This design comes from an exercise in tuning for small area on the open sky130 flow, not from production work.
The RTL was checked by simulation tests, not by an equivalence proof against the original design.
The clock port is modelled as an ideal driver, which makes a skipped or thinned clock tree look cheaper than it is; a real chip needs a root buffer or a tree.
Power is estimated from default activity; no workload was simulated.

P:
==> flow/design.v (excerpt) <==
module sphc (
    input  wire        clk,
    input  wire        rst,
    input  wire        tick,
    input  wire [1:0]  mode,
    input  wire [19:0] speed,
    input  wire        dir,
    input  wire        stop,
    output wire [7:0]  out,
    output wire [2:0]  pos,
    output wire [19:0] now,
    output wire        halted,
    output wire [1:0]  cause
);
    reg [19:0] tick_cnt;
    reg [19:0] rem;
    reg [3:0]  seq;
    reg [2:0]  pos_r;
    reg        half;       
    reg [1:0]  cause_r;
    reg [3:0]  prv;        
    wire halt = |cause_r;
    wire init = pos_r[2] & ~half & ~halt;
    localparam [3:0] FETCH = 4'd2, ADV = 4'd15, WENT = 4'd0, SPIN = 4'd1;
    wire spin = (seq == SPIN);
    wire went = (seq == WENT);
    wire adv  = (seq == ADV);
    wire [19:0] m = spin ? rem : speed;
    wire        z = ~|m;
    wire [20:0] ct, cz;
    assign ct[0] = tick;
    assign cz[0] = tick;
    genvar i;
    generate
        for (i = 0; i < 20; i = i + 1) begin : g_cnt
            assign ct[i+1] = ct[i] & tick_cnt[i];
            assign cz[i+1] = cz[i] & ~m[i];
            always @(posedge clk) begin
                tick_cnt[i] <= ~rst & (tick_cnt[i] ^ ct[i]);
                rem[i]      <= m[i] ^ cz[i];
            end
        end
    endgenerate
    wire h2 = half ? pos_r[2] : pos_r[1];
    wire h1 = half ? pos_r[1] : pos_r[0];
    wire h0 = half & pos_r[0];
    wire ap = (h2 & h1) | (~h2 & ~h1 & ~h0);      
    wire an = (~h2 & h1) | (h2 & ~h1 & ~h0);      
    wire bp = (~h2 & ~h1) | (~h2 & h1 & ~h0);     
    wire bn = (h2 & ~h1) | (h2 & h1 & ~h0);       
    wire [3:0] cur  = {bn, bp, an, ap};
    wire [7:0] row  = {bn, bp, bp, bn, an, ap, ap, an};
    wire [7:0] prow = {prv[3], prv[2], prv[2], prv[3], prv[1], prv[0], prv[0], prv[1]};
    genvar k;
    generate
  ...
For scale: about 290 cells after synthesis, roughly 61 I/O pins, roughly 2300 µm² of cells after synthesis.
Settings: LEC_CHECK=0, CAP_MARGIN=20, CORE_MARGIN=2, CORE_UTILIZATION=40, SLEW_MARGIN=20; clock period 10.0 ns.
standard.sh (not shown) runs the stock make flow with config.mk's settings and CLKGATE_MAP_FILE= SYNTH_SCRIPT=/design/flow/synth_recipe.tcl, a recipe that flattens the netlist after the stock synthesis.
==> flow/flow/run.sh <==
#!/bin/bash
# Own layout flow: the standard flow (standard.sh) with three changes:
#  - synthesis maps the logic with an area-oriented ABC script (flow/area.abc,
#    via flow/my_synth.tcl) and without the half/full adder cells;
#  - the port buffers are the smallest buffer, sky130_fd_sc_hd__buf_1;
#  - the clock tree is one level of clock buffers driven by the clock port
#    (flow/kbuf.tcl replaces clock_tree_synthesis).
# Each tool's output is in orfs/logs/; this script's in flow_run.log.
set -euo pipefail
here=$(pwd)
exec > >(tee -a "$here/flow_run.log") 2>&1
export AREA_ABC_SCRIPT="$here/flow/area.abc"
export BUFFER_PORTS_ARGS="-buffer_cell sky130_fd_sc_hd__buf_1"
export PRE_CTS_TCL="$here/flow/kbuf.tcl"
export KBUF_COUNT=4 KBUF_CELL=sky130_fd_sc_hd__clkbuf_8 KBUF_CLOCK_PORT=clk
sed -e "s#SYNTH_SCRIPT=[^ ]*#SYNTH_SCRIPT=$here/flow/my_synth.tcl ADDER_MAP_FILE=#" standard.sh > own.sh
grep -q "my_synth.tcl ADDER_MAP_FILE=" own.sh
bash own.sh > standard.log 2>&1
test -f out/final.def
==> flow/flow/kbuf.tcl <==
proc clock_tree_synthesis {args} {
  set cell $::env(KBUF_CELL)
  set k $::env(KBUF_COUNT)
  set db [ord::get_db]
  set block [ord::get_db_block]
  set clknet [[$block findBTerm $::env(KBUF_CLOCK_PORT)] getNet]
  set master [$db findMaster $cell]
  set sinks {}
  foreach it [$clknet getITerms] {
    set loc [[$it getInst] getLocation]
    lappend sinks [list $it [lindex $loc 0] [lindex $loc 1]]
  }
  set n [llength $sinks]
  # initial centres: sinks spread along x
  set sorted [lsort -integer -index 1 $sinks]
  set cx {}; set cy {}
  for {set j 0} {$j < $k} {incr j} {
    set s [lindex $sorted [expr {int(($j + 0.5) * $n / $k)}]]
    lappend cx [lindex $s 1]; lappend cy [lindex $s 2]
  }
  for {set iter 0} {$iter < 20} {incr iter} {
    # nearest centre, at most cap registers per cluster (greedy by distance)
    set cap [expr {($n + $k - 1) / $k}]
    set pairs {}
    set si 0
    foreach s $sinks {
      for {set j 0} {$j < $k} {incr j} {
        lappend pairs [list [expr {abs([lindex $s 1] - [lindex $cx $j]) + abs([lindex $s 2] - [lindex $cy $j])}] $si $j]
      }
      incr si
    }
    for {set j 0} {$j < $k} {incr j} { set load($j) 0 }
    set assign [lrepeat $n -1]
    foreach p [lsort -integer -index 0 $pairs] {
      lassign $p d si j
      if { [lindex $assign $si] >= 0 || $load($j) >= $cap } { continue }
      lset assign $si $j
      incr load($j)
    }
    for {set j 0} {$j < $k} {incr j} { set sx($j) 0; set sy($j) 0; set cnt($j) 0 }
    foreach s $sinks a $assign {
      incr sx($a) [lindex $s 1]; incr sy($a) [lindex $s 2]; incr cnt($a)
    }
    set cx {}; set cy {}
    for {set j 0} {$j < $k} {incr j} {
      if { $cnt($j) == 0 } { set cnt($j) 1 }
      lappend cx [expr {$sx($j) / $cnt($j)}]; lappend cy [expr {$sy($j) / $cnt($j)}]
    }
  }
  for {set j 0} {$j < $k} {incr j} {
    set buf($j) [odb::dbInst_create $block $master clkbuf_leaf_$j]
    set net($j) [odb::dbNet_create $block clknet_leaf_$j]
    $net($j) setSigType CLOCK
    [$buf($j) findITerm X] connect $net($j)
    $buf($j) setLocation [lindex $cx $j] [lindex $cy $j]
    $buf($j) setPlacementStatus PLACED
  }
  foreach s $sinks a $assign {
    set it [lindex $s 0]
    $it disconnect
    $it connect $net($a)
  }
  for {set j 0} {$j < $k} {incr j} { [$buf($j) findITerm A] connect $clknet }
  $clknet setSigType CLOCK
  puts "clock tree: $k x $cell, clusters of [lmap j [lsort -integer [array names cnt]] {set cnt($j)}] clock pins"
  set_propagated_clock [all_clocks]
}
Other scripts of this flow, unchanged in this note and not shown: flow/flow/area.abc, flow/flow/my_synth.tcl
Changes in Q relative to P:
--- a/flow/flow/kbuf.tcl
+++ b/flow/flow/kbuf.tcl
@@ -20,21 +20,12 @@
   }
   for {set iter 0} {$iter < 20} {incr iter} {
-    # nearest centre, at most cap registers per cluster (greedy by distance)
-    set cap [expr {($n + $k - 1) / $k}]
-    set pairs {}
-    set si 0
+    set assign {}
     foreach s $sinks {
+      set best 0; set bd -1
       for {set j 0} {$j < $k} {incr j} {
-        lappend pairs [list [expr {abs([lindex $s 1] - [lindex $cx $j]) + abs([lindex $s 2] - [lindex $cy $j])}] $si $j]
+        set d [expr {abs([lindex $s 1] - [lindex $cx $j]) + abs([lindex $s 2] - [lindex $cy $j])}]
+        if { $bd < 0 || $d < $bd } { set bd $d; set best $j }
       }
-      incr si
-    }
-    for {set j 0} {$j < $k} {incr j} { set load($j) 0 }
-    set assign [lrepeat $n -1]
-    foreach p [lsort -integer -index 0 $pairs] {
-      lassign $p d si j
-      if { [lindex $assign $si] >= 0 || $load($j) >= $cap } { continue }
-      lset assign $si $j
-      incr load($j)
+      lappend assign $best
     }
     for {set j 0} {$j < $k} {incr j} { set sx($j) 0; set sy($j) 0; set cnt($j) 0 }
==> results.txt <==
Q went all the way through synthesis, placement and routing and the layout is clean on timing, DRC and antenna. P completed end to end with timing, DRC and antenna clean. met2 track demand over resource in global routing in Q is 1.0 points below P. Comparing Q with P, the minimum clock period came out essentially unchanged. P → Q: worst hold slack about even, total power draw fell 0.87%.
For R, these inputs were changed with respect to Q:
Settings: putting GPL_TIMING_DRIVEN at 0 where nothing was set.
--- a/flow/flow/run.sh
+++ b/flow/flow/run.sh
@@ -13,5 +13,5 @@
 export BUFFER_PORTS_ARGS="-buffer_cell sky130_fd_sc_hd__buf_1"
 export PRE_CTS_TCL="$here/flow/kbuf.tcl"
-export KBUF_COUNT=4 KBUF_CELL=sky130_fd_sc_hd__clkbuf_8 KBUF_CLOCK_PORT=clk
+export KBUF_COUNT=2 KBUF_CELL=sky130_fd_sc_hd__clkbuf_16 KBUF_CLOCK_PORT=clk
 sed -e "s#SYNTH_SCRIPT=[^ ]*#SYNTH_SCRIPT=$here/flow/my_synth.tcl ADDER_MAP_FILE=#" standard.sh > own.sh
 grep -q "my_synth.tcl ADDER_MAP_FILE=" own.sh
--- a/flow/flow/kbuf.tcl
+++ b/flow/flow/kbuf.tcl
@@ -20,12 +20,21 @@
   }
   for {set iter 0} {$iter < 20} {incr iter} {
-    set assign {}
+    # nearest centre, at most cap registers per cluster (greedy by distance)
+    set cap [expr {($n + $k - 1) / $k}]
+    set pairs {}
+    set si 0
     foreach s $sinks {
-      set best 0; set bd -1
       for {set j 0} {$j < $k} {incr j} {
-        set d [expr {abs([lindex $s 1] - [lindex $cx $j]) + abs([lindex $s 2] - [lindex $cy $j])}]
-        if { $bd < 0 || $d < $bd } { set bd $d; set best $j }
+        lappend pairs [list [expr {abs([lindex $s 1] - [lindex $cx $j]) + abs([lindex $s 2] - [lindex $cy $j])}] $si $j]
       }
-      lappend assign $best
+      incr si
+    }
+    for {set j 0} {$j < $k} {incr j} { set load($j) 0 }
+    set assign [lrepeat $n -1]
+    foreach p [lsort -integer -index 0 $pairs] {
+      lassign $p d si j
+      if { [lindex $assign $si] >= 0 || $load($j) >= $cap } { continue }
+      lset assign $si $j
+      incr load($j)
     }
     for {set j 0} {$j < $k} {incr j} { set sx($j) 0; set sy($j) 0; set cnt($j) 0 }
==> results.txt <==
Taking Q as the reference, in R design area shows an increase of about 0.56%, wire length shows a reduction of 74 µm.
R ended up with a higher number of instances in the placed design than Q did.
R ended up with a higher post-synthesis to final-layout area growth than Q did.
| total power | Q vs R | ≈ equal |
Modified inputs, S compared to R
Settings: GPL_TIMING_DRIVEN no longer set, was 0.
### Flow results
Compared with R, in S total wire length rose by 1.7%; synthesized area held; final critical path time including I/O delays and setup now sits higher.
No run of this note takes its clock network from TritonCTS; it comes from the design's own scripts or RTL.

---

Another version of the RTL of sphc (not shown whole).
Size: roughly 55 flip-flops.
clock: 10.0 ns
lec_check: 0
cap_margin: 20
core_margin: 2
core_utilization: 40
slew_margin: 20
==> flow/flow/run.sh <==
#!/bin/bash
# Own layout flow: the standard flow (standard.sh) with three changes:
#  - synthesis maps the logic with an area-oriented ABC script (flow/area.abc,
#    via flow/my_synth.tcl) and without the half/full adder cells;
#  - the port buffers are the smallest buffer, sky130_fd_sc_hd__buf_1;
#  - the clock tree is one level of clock buffers driven by the clock port
#    (flow/kbuf.tcl replaces clock_tree_synthesis).
# Each tool's output is in orfs/logs/; this script's in flow_run.log.
set -euo pipefail
here=$(pwd)
exec > >(tee -a "$here/flow_run.log") 2>&1
export AREA_ABC_SCRIPT="$here/flow/area.abc"
export BUFFER_PORTS_ARGS="-buffer_cell sky130_fd_sc_hd__buf_1"
export PRE_CTS_TCL="$here/flow/kbuf.tcl"
export KBUF_COUNT=2 KBUF_CELL=sky130_fd_sc_hd__clkbuf_16 KBUF_CLOCK_PORT=clk
sed -e "s#SYNTH_SCRIPT=[^ ]*#SYNTH_SCRIPT=$here/flow/my_synth.tcl ADDER_MAP_FILE=#" standard.sh > own.sh
grep -q "my_synth.tcl ADDER_MAP_FILE=" own.sh
bash own.sh > standard.log 2>&1
test -f out/final.def
==> flow/flow/kbuf.tcl <==
proc clock_tree_synthesis {args} {
  set cell $::env(KBUF_CELL)
  set k $::env(KBUF_COUNT)
  set db [ord::get_db]
  set block [ord::get_db_block]
  set clknet [[$block findBTerm $::env(KBUF_CLOCK_PORT)] getNet]
  set master [$db findMaster $cell]
  set sinks {}
  foreach it [$clknet getITerms] {
    set loc [[$it getInst] getLocation]
    lappend sinks [list $it [lindex $loc 0] [lindex $loc 1]]
  }
  set n [llength $sinks]
  # initial centres: sinks spread along x
  set sorted [lsort -integer -index 1 $sinks]
  set cx {}; set cy {}
  for {set j 0} {$j < $k} {incr j} {
    set s [lindex $sorted [expr {int(($j + 0.5) * $n / $k)}]]
    lappend cx [lindex $s 1]; lappend cy [lindex $s 2]
  }
  for {set iter 0} {$iter < 20} {incr iter} {
    set assign {}
    foreach s $sinks {
      set best 0; set bd -1
      for {set j 0} {$j < $k} {incr j} {
        set d [expr {abs([lindex $s 1] - [lindex $cx $j]) + abs([lindex $s 2] - [lindex $cy $j])}]
        if { $bd < 0 || $d < $bd } { set bd $d; set best $j }
      }
      lappend assign $best
    }
    for {set j 0} {$j < $k} {incr j} { set sx($j) 0; set sy($j) 0; set cnt($j) 0 }
    foreach s $sinks a $assign {
      incr sx($a) [lindex $s 1]; incr sy($a) [lindex $s 2]; incr cnt($a)
    }
    set cx {}; set cy {}
    for {set j 0} {$j < $k} {incr j} {
      if { $cnt($j) == 0 } { set cnt($j) 1 }
      lappend cx [expr {$sx($j) / $cnt($j)}]; lappend cy [expr {$sy($j) / $cnt($j)}]
    }
  }
  for {set j 0} {$j < $k} {incr j} {
    set buf($j) [odb::dbInst_create $block $master clkbuf_leaf_$j]
    set net($j) [odb::dbNet_create $block clknet_leaf_$j]
    $net($j) setSigType CLOCK
    [$buf($j) findITerm X] connect $net($j)
    $buf($j) setLocation [lindex $cx $j] [lindex $cy $j]
    $buf($j) setPlacementStatus PLACED
  }
  foreach s $sinks a $assign {
    set it [lindex $s 0]
    $it disconnect
    $it connect $net($a)
  }
  for {set j 0} {$j < $k} {incr j} { [$buf($j) findITerm A] connect $clknet }
  $clknet setSigType CLOCK
  puts "clock tree: $k x $cell, clusters of [lmap j [lsort -integer [array names cnt]] {set cnt($j)}] clock pins"
  set_propagated_clock [all_clocks]
}
Other scripts of this flow, unchanged in this note and not shown: flow/flow/area.abc, flow/flow/my_synth.tcl
The first run finished clean.
Rerun with:
--- a/flow/flow/run.sh
+++ b/flow/flow/run.sh
@@ -14,3 +14,3 @@
 export PRE_CTS_TCL="$here/flow/kbuf.tcl"
-export KBUF_COUNT=2 KBUF_CELL=sky130_fd_sc_hd__clkbuf_16 KBUF_CLOCK_PORT=clk
+export KBUF_COUNT=4 KBUF_CELL=sky130_fd_sc_hd__clkbuf_8 KBUF_CLOCK_PORT=clk
 sed -e "s#SYNTH_SCRIPT=[^ ]*#SYNTH_SCRIPT=$here/flow/my_synth.tcl ADDER_MAP_FILE=#" standard.sh > own.sh
The new run produced a clean layout; combinational power is about the same; final area is about the same; global-route usage is about the same; clock skew increases by 0.0067 ns; wire length went up by 1.1%; sequential share of layout area hardly moves; fmax goes down by 0.40%; power is higher by 0.43%; utilization is about the same; worst hold slack barely changes.
No run of this note takes its clock network from TritonCTS; it comes from the design's own scripts or RTL.

---

## v51
sphc, a different RTL version from the one above (not shown whole).
Size in the first run: roughly 52 flip-flops, ~2300 um^2 of cells after synthesis.
## sphc
module sphc (
    input  wire        clk,
    input  wire        rst,
    input  wire        tick,
    input  wire [1:0]  mode,
    input  wire [19:0] speed,
    input  wire        dir,
    input  wire        stop,
    output wire [7:0]  out,
    output wire [2:0]  pos,
    output wire [19:0] now,
    output wire        halted,
    output wire [1:0]  cause
);
    reg [19:0] tick_cnt;
    reg [19:0] rem;
    reg [3:0]  seq;
    reg [2:0]  pos_r;
    reg        half;       
    reg [3:0]  prv;        
    wire halt = prv[1] & prv[0];
    wire init = pos_r[2] & ~half & ~halt;
    localparam [3:0] FETCH = 4'd2, ADV = 4'd15, WENT = 4'd0, SPIN = 4'd1;
    wire spin = (seq == SPIN);
    wire went = (seq == WENT);
    wire adv  = (seq == ADV);
    wire [19:0] m = spin ? rem : speed;
    wire        z = ~|m;
    wire [20:0] ct, cz;
    assign ct[0] = tick;
    assign cz[0] = tick;
    genvar i;
    generate
        for (i = 0; i < 20; i = i + 1) begin : g_cnt
            assign ct[i+1] = ct[i] & tick_cnt[i];
            assign cz[i+1] = cz[i] & ~m[i];
            always @(posedge clk) begin
                tick_cnt[i] <= ~rst & (tick_cnt[i] ^ ct[i]);
                rem[i]      <= m[i] ^ cz[i];
            end
        end
    endgenerate
    wire h2 = half ? pos_r[2] : pos_r[1];
    wire h1 = half ? pos_r[1] : pos_r[0];
    wire h0 = half & pos_r[0];
    wire ap = (h2 & h1) | (~h2 & ~h1 & ~h0);      
    wire an = (~h2 & h1) | (h2 & ~h1 & ~h0);      
    wire bp = (~h2 & ~h1) | (~h2 & h1 & ~h0);     
    wire bn = (h2 & ~h1) | (h2 & h1 & ~h0);       
    wire [3:0] cur  = {bn, bp, an, ap};
    wire [7:0] row  = {bn, bp, bp, bn, an, ap, ap, an};
    wire pap = prv[0] & ~prv[1];
    wire pan = prv[1] & ~prv[0];
    wire pbp = prv[2] & ~halt;
    wire pbn = prv[3] & ~halt;
  ...
==> flow/config.mk <==
export PLATFORM = sky130hd
export DESIGN_NAME = sphc
export DESIGN_NICKNAME = sphc
export VERILOG_FILES = /design/flow/design.v
export SDC_FILE = /design/flow/constraint.sdc
export NUM_CORES = 4
export LEC_CHECK = 0
export CAP_MARGIN = 20
export CORE_MARGIN = 2
export CORE_UTILIZATION = 60
export SLEW_MARGIN = 20
==> flow/constraint.sdc <==
create_clock -name core_clock -period 10.0 [get_ports {clk}]
set_input_delay 2.0000 -clock core_clock [delete_from_list [all_inputs] [get_ports {clk}]]
set_output_delay 2.0000 -clock core_clock [all_outputs]
set_load 0.01 [all_outputs]
==> flow/flow/run.sh <==
#!/bin/bash
# Own layout flow: the standard flow (standard.sh) with three changes:
#  - synthesis maps the logic with an area-oriented ABC script (flow/area.abc,
#    via flow/my_synth.tcl) and without the half/full adder cells;
#  - the port buffers are the smallest buffer, sky130_fd_sc_hd__buf_1;
#  - the clock tree is one level of clock buffers driven by the clock port
#    (flow/kbuf.tcl replaces clock_tree_synthesis).
# Each tool's output is in orfs/logs/; this script's in flow_run.log.
set -euo pipefail
here=$(pwd)
exec > >(tee -a "$here/flow_run.log") 2>&1
export AREA_ABC_SCRIPT="$here/flow/area.abc"
export BUFFER_PORTS_ARGS="-buffer_cell sky130_fd_sc_hd__buf_1"
export PRE_CTS_TCL="$here/flow/kbuf.tcl"
export KBUF_COUNT=3 KBUF_CELL=sky130_fd_sc_hd__clkbuf_8 KBUF_CLOCK_PORT=clk
sed -e "s#SYNTH_SCRIPT=[^ ]*#SYNTH_SCRIPT=$here/flow/my_synth.tcl ADDER_MAP_FILE=#" standard.sh > own.sh
grep -q "my_synth.tcl ADDER_MAP_FILE=" own.sh
bash own.sh > standard.log 2>&1
test -f out/final.def
==> flow/flow/kbuf.tcl <==
proc clock_tree_synthesis {args} {
  set cell $::env(KBUF_CELL)
  set k $::env(KBUF_COUNT)
  set db [ord::get_db]
  set block [ord::get_db_block]
  set clknet [[$block findBTerm $::env(KBUF_CLOCK_PORT)] getNet]
  set master [$db findMaster $cell]
  set sinks {}
  foreach it [$clknet getITerms] {
    set loc [[$it getInst] getLocation]
    lappend sinks [list $it [lindex $loc 0] [lindex $loc 1]]
  }
  set n [llength $sinks]
  # initial centres: sinks spread along x
  set sorted [lsort -integer -index 1 $sinks]
  set cx {}; set cy {}
  for {set j 0} {$j < $k} {incr j} {
    set s [lindex $sorted [expr {int(($j + 0.5) * $n / $k)}]]
    lappend cx [lindex $s 1]; lappend cy [lindex $s 2]
  }
  for {set iter 0} {$iter < 20} {incr iter} {
    # nearest centre, at most cap registers per cluster (greedy by distance)
    set cap [expr {($n + $k - 1) / $k}]
    set pairs {}
    set si 0
    foreach s $sinks {
      for {set j 0} {$j < $k} {incr j} {
        lappend pairs [list [expr {abs([lindex $s 1] - [lindex $cx $j]) + abs([lindex $s 2] - [lindex $cy $j])}] $si $j]
      }
      incr si
    }
    for {set j 0} {$j < $k} {incr j} { set load($j) 0 }
    set assign [lrepeat $n -1]
    foreach p [lsort -integer -index 0 $pairs] {
      lassign $p d si j
      if { [lindex $assign $si] >= 0 || $load($j) >= $cap } { continue }
      lset assign $si $j
      incr load($j)
    }
    for {set j 0} {$j < $k} {incr j} { set sx($j) 0; set sy($j) 0; set cnt($j) 0 }
    foreach s $sinks a $assign {
      incr sx($a) [lindex $s 1]; incr sy($a) [lindex $s 2]; incr cnt($a)
    }
    set cx {}; set cy {}
    for {set j 0} {$j < $k} {incr j} {
      if { $cnt($j) == 0 } { set cnt($j) 1 }
      lappend cx [expr {$sx($j) / $cnt($j)}]; lappend cy [expr {$sy($j) / $cnt($j)}]
    }
  }
  for {set j 0} {$j < $k} {incr j} {
    set buf($j) [odb::dbInst_create $block $master clkbuf_leaf_$j]
    set net($j) [odb::dbNet_create $block clknet_leaf_$j]
    $net($j) setSigType CLOCK
    [$buf($j) findITerm X] connect $net($j)
    $buf($j) setLocation [lindex $cx $j] [lindex $cy $j]
    $buf($j) setPlacementStatus PLACED
  }
  foreach s $sinks a $assign {
    set it [lindex $s 0]
    $it disconnect
    $it connect $net($a)
  }
  for {set j 0} {$j < $k} {incr j} { [$buf($j) findITerm A] connect $clknet }
  $clknet setSigType CLOCK
  puts "clock tree: $k x $cell, clusters of [lmap j [lsort -integer [array names cnt]] {set cnt($j)}] clock pins"
  set_propagated_clock [all_clocks]
}
Other scripts of this flow, unchanged in this note and not shown: flow/flow/area.abc, flow/flow/my_synth.tcl
v51 finished end to end and its layout was clean on timing, DRC and antenna.
What v44 does differently from v51 at the input level:
diff --git a/flow/flow/run.sh b/flow/flow/run.sh
--- a/flow/flow/run.sh
+++ b/flow/flow/run.sh
@@ -14,3 +14,3 @@
 export PRE_CTS_TCL="$here/flow/kbuf.tcl"
-export KBUF_COUNT=3 KBUF_CELL=sky130_fd_sc_hd__clkbuf_8 KBUF_CLOCK_PORT=clk
+export KBUF_COUNT=2 KBUF_CELL=sky130_fd_sc_hd__clkbuf_16 KBUF_CLOCK_PORT=clk
 sed -e "s#SYNTH_SCRIPT=[^ ]*#SYNTH_SCRIPT=$here/flow/my_synth.tcl ADDER_MAP_FILE=#" standard.sh > own.sh
diff --git a/flow/config.mk b/flow/config.mk
--- a/flow/config.mk
+++ b/flow/config.mk
@@ -9,3 +9,3 @@
 export CORE_MARGIN = 2
-export CORE_UTILIZATION = 60
+export CORE_UTILIZATION = 40
 export SLEW_MARGIN = 20
--- outcome ---
- Going from v51 to v44, half-perimeter wire length after detailed placement higher; final area climbed 1.5%; period utilization saw an increase; part of the power in registers fell 1.3 points.
Input changes introduced in v7 (baseline for comparison: v44):
diff --git a/flow/flow/run.sh b/flow/flow/run.sh
--- a/flow/flow/run.sh
+++ b/flow/flow/run.sh
@@ -14,3 +14,3 @@
 export PRE_CTS_TCL="$here/flow/kbuf.tcl"
-export KBUF_COUNT=2 KBUF_CELL=sky130_fd_sc_hd__clkbuf_16 KBUF_CLOCK_PORT=clk
+export KBUF_COUNT=3 KBUF_CELL=sky130_fd_sc_hd__clkbuf_8 KBUF_CLOCK_PORT=clk
 sed -e "s#SYNTH_SCRIPT=[^ ]*#SYNTH_SCRIPT=$here/flow/my_synth.tcl ADDER_MAP_FILE=#" standard.sh > own.sh
diff --git a/flow/config.mk b/flow/config.mk
--- a/flow/config.mk
+++ b/flow/config.mk
@@ -9,3 +9,3 @@
 export CORE_MARGIN = 2
-export CORE_UTILIZATION = 40
+export CORE_UTILIZATION = 25
 export SLEW_MARGIN = 20
==> comparison <==
- The run showing the smaller net switching component of the power is v44.
- The run with more routed wire is v7, not v44.
- Relative to v44, the final cell area reported for v7 is higher.
### v7 -> v2
diff --git a/flow/config.mk b/flow/config.mk
--- a/flow/config.mk
+++ b/flow/config.mk
@@ -9,3 +9,3 @@
 export CORE_MARGIN = 2
-export CORE_UTILIZATION = 25
+export CORE_UTILIZATION = 40
 export SLEW_MARGIN = 20
Results
- Per the comparison of v2 with v7, total power consumption of the routed design went down by 0.0000025 W, residual antenna-violating net count after detailed routing was more or less identical, final critical-path share of the clock period went down by 0.43 points, row count went down by 7.
#### Input delta (v32 over v2)
diff --git a/flow/config.mk b/flow/config.mk
--- a/flow/config.mk
+++ b/flow/config.mk
@@ -7,5 +7,5 @@
 export LEC_CHECK = 0
-export CAP_MARGIN = 20
+export CAP_MARGIN = 0
 export CORE_MARGIN = 2
 export CORE_UTILIZATION = 40
-export SLEW_MARGIN = 20
+export SLEW_MARGIN = 0
[summary]
v2 → v32: minimum clock period after layout level, synthesized netlist cell count flat, global-route wire length before repair shows no meaningful change, total power per unit cell area was more or less identical.
Re post-layout total power: no difference whatsoever between v2 and v32.
No run of this note takes its clock network from TritonCTS; it comes from the design's own scripts or RTL.

## what the ideal ports hide
Ports are ideal in the flow. The routed layouts listed here were re-timed in OpenROAD.
Step 1, drivers: a clkbuf_16 drives clk and a buf_2 each remaining input, both assumed.
Step 2 also shifts input and output timing later by t, the mid clock arrival at the registers, as if the neighbouring blocks saw the same clock.
Slacks: ideal / step 1 / step 2; pairs: ideal / step 1.
run | t, ns | setup slack, ns | hold WS [ns] | worst setup path after step 2
P | 0.205 | 5.453 / 5.484 / 5.279 | 0.471 / 0.471 / 0.471 | input to register
Q | 0.204 | 5.450 / 5.479 / 5.275 | 0.470 / 0.470 / 0.470 | input to register
R | 0.208 | 5.527 / 5.545 / 5.337 | 0.465 / 0.465 / 0.465 | input to register
S | 0.205 | 5.468 / 5.486 / 5.281 | 0.473 / 0.473 / 0.473 | input to register
the first run of note 2 | 0.205 | 5.325 / 5.325 / 5.325 | 0.480 / 0.480 / 0.480 | register to register
the second run of note 2 | 0.196 | 5.306 / 5.306 / 5.306 | 0.479 / 0.479 / 0.479 | register to register
v51 | 0.205 | 5.442 / 5.465 / 5.260 | 0.468 / 0.468 / 0.468 | input to register
v44 | 0.207 | 5.380 / 5.407 / 5.201 | 0.467 / 0.467 / 0.467 | input to register
v7 | 0.211 | 5.327 / 5.356 / 5.145 | 0.469 / 0.469 / 0.469 | input to register
v2 | 0.205 | 5.370 / 5.397 / 5.192 | 0.468 / 0.468 / 0.468 | input to register
v32 | 0.205 | 5.370 / 5.397 / 5.192 | 0.468 / 0.468 / 0.468 | input to register
After both steps setup and hold are still met in every run listed. The setup slack of R, which loses most, moves by +0.018 ns with the drivers and by -0.190 ns with both steps.
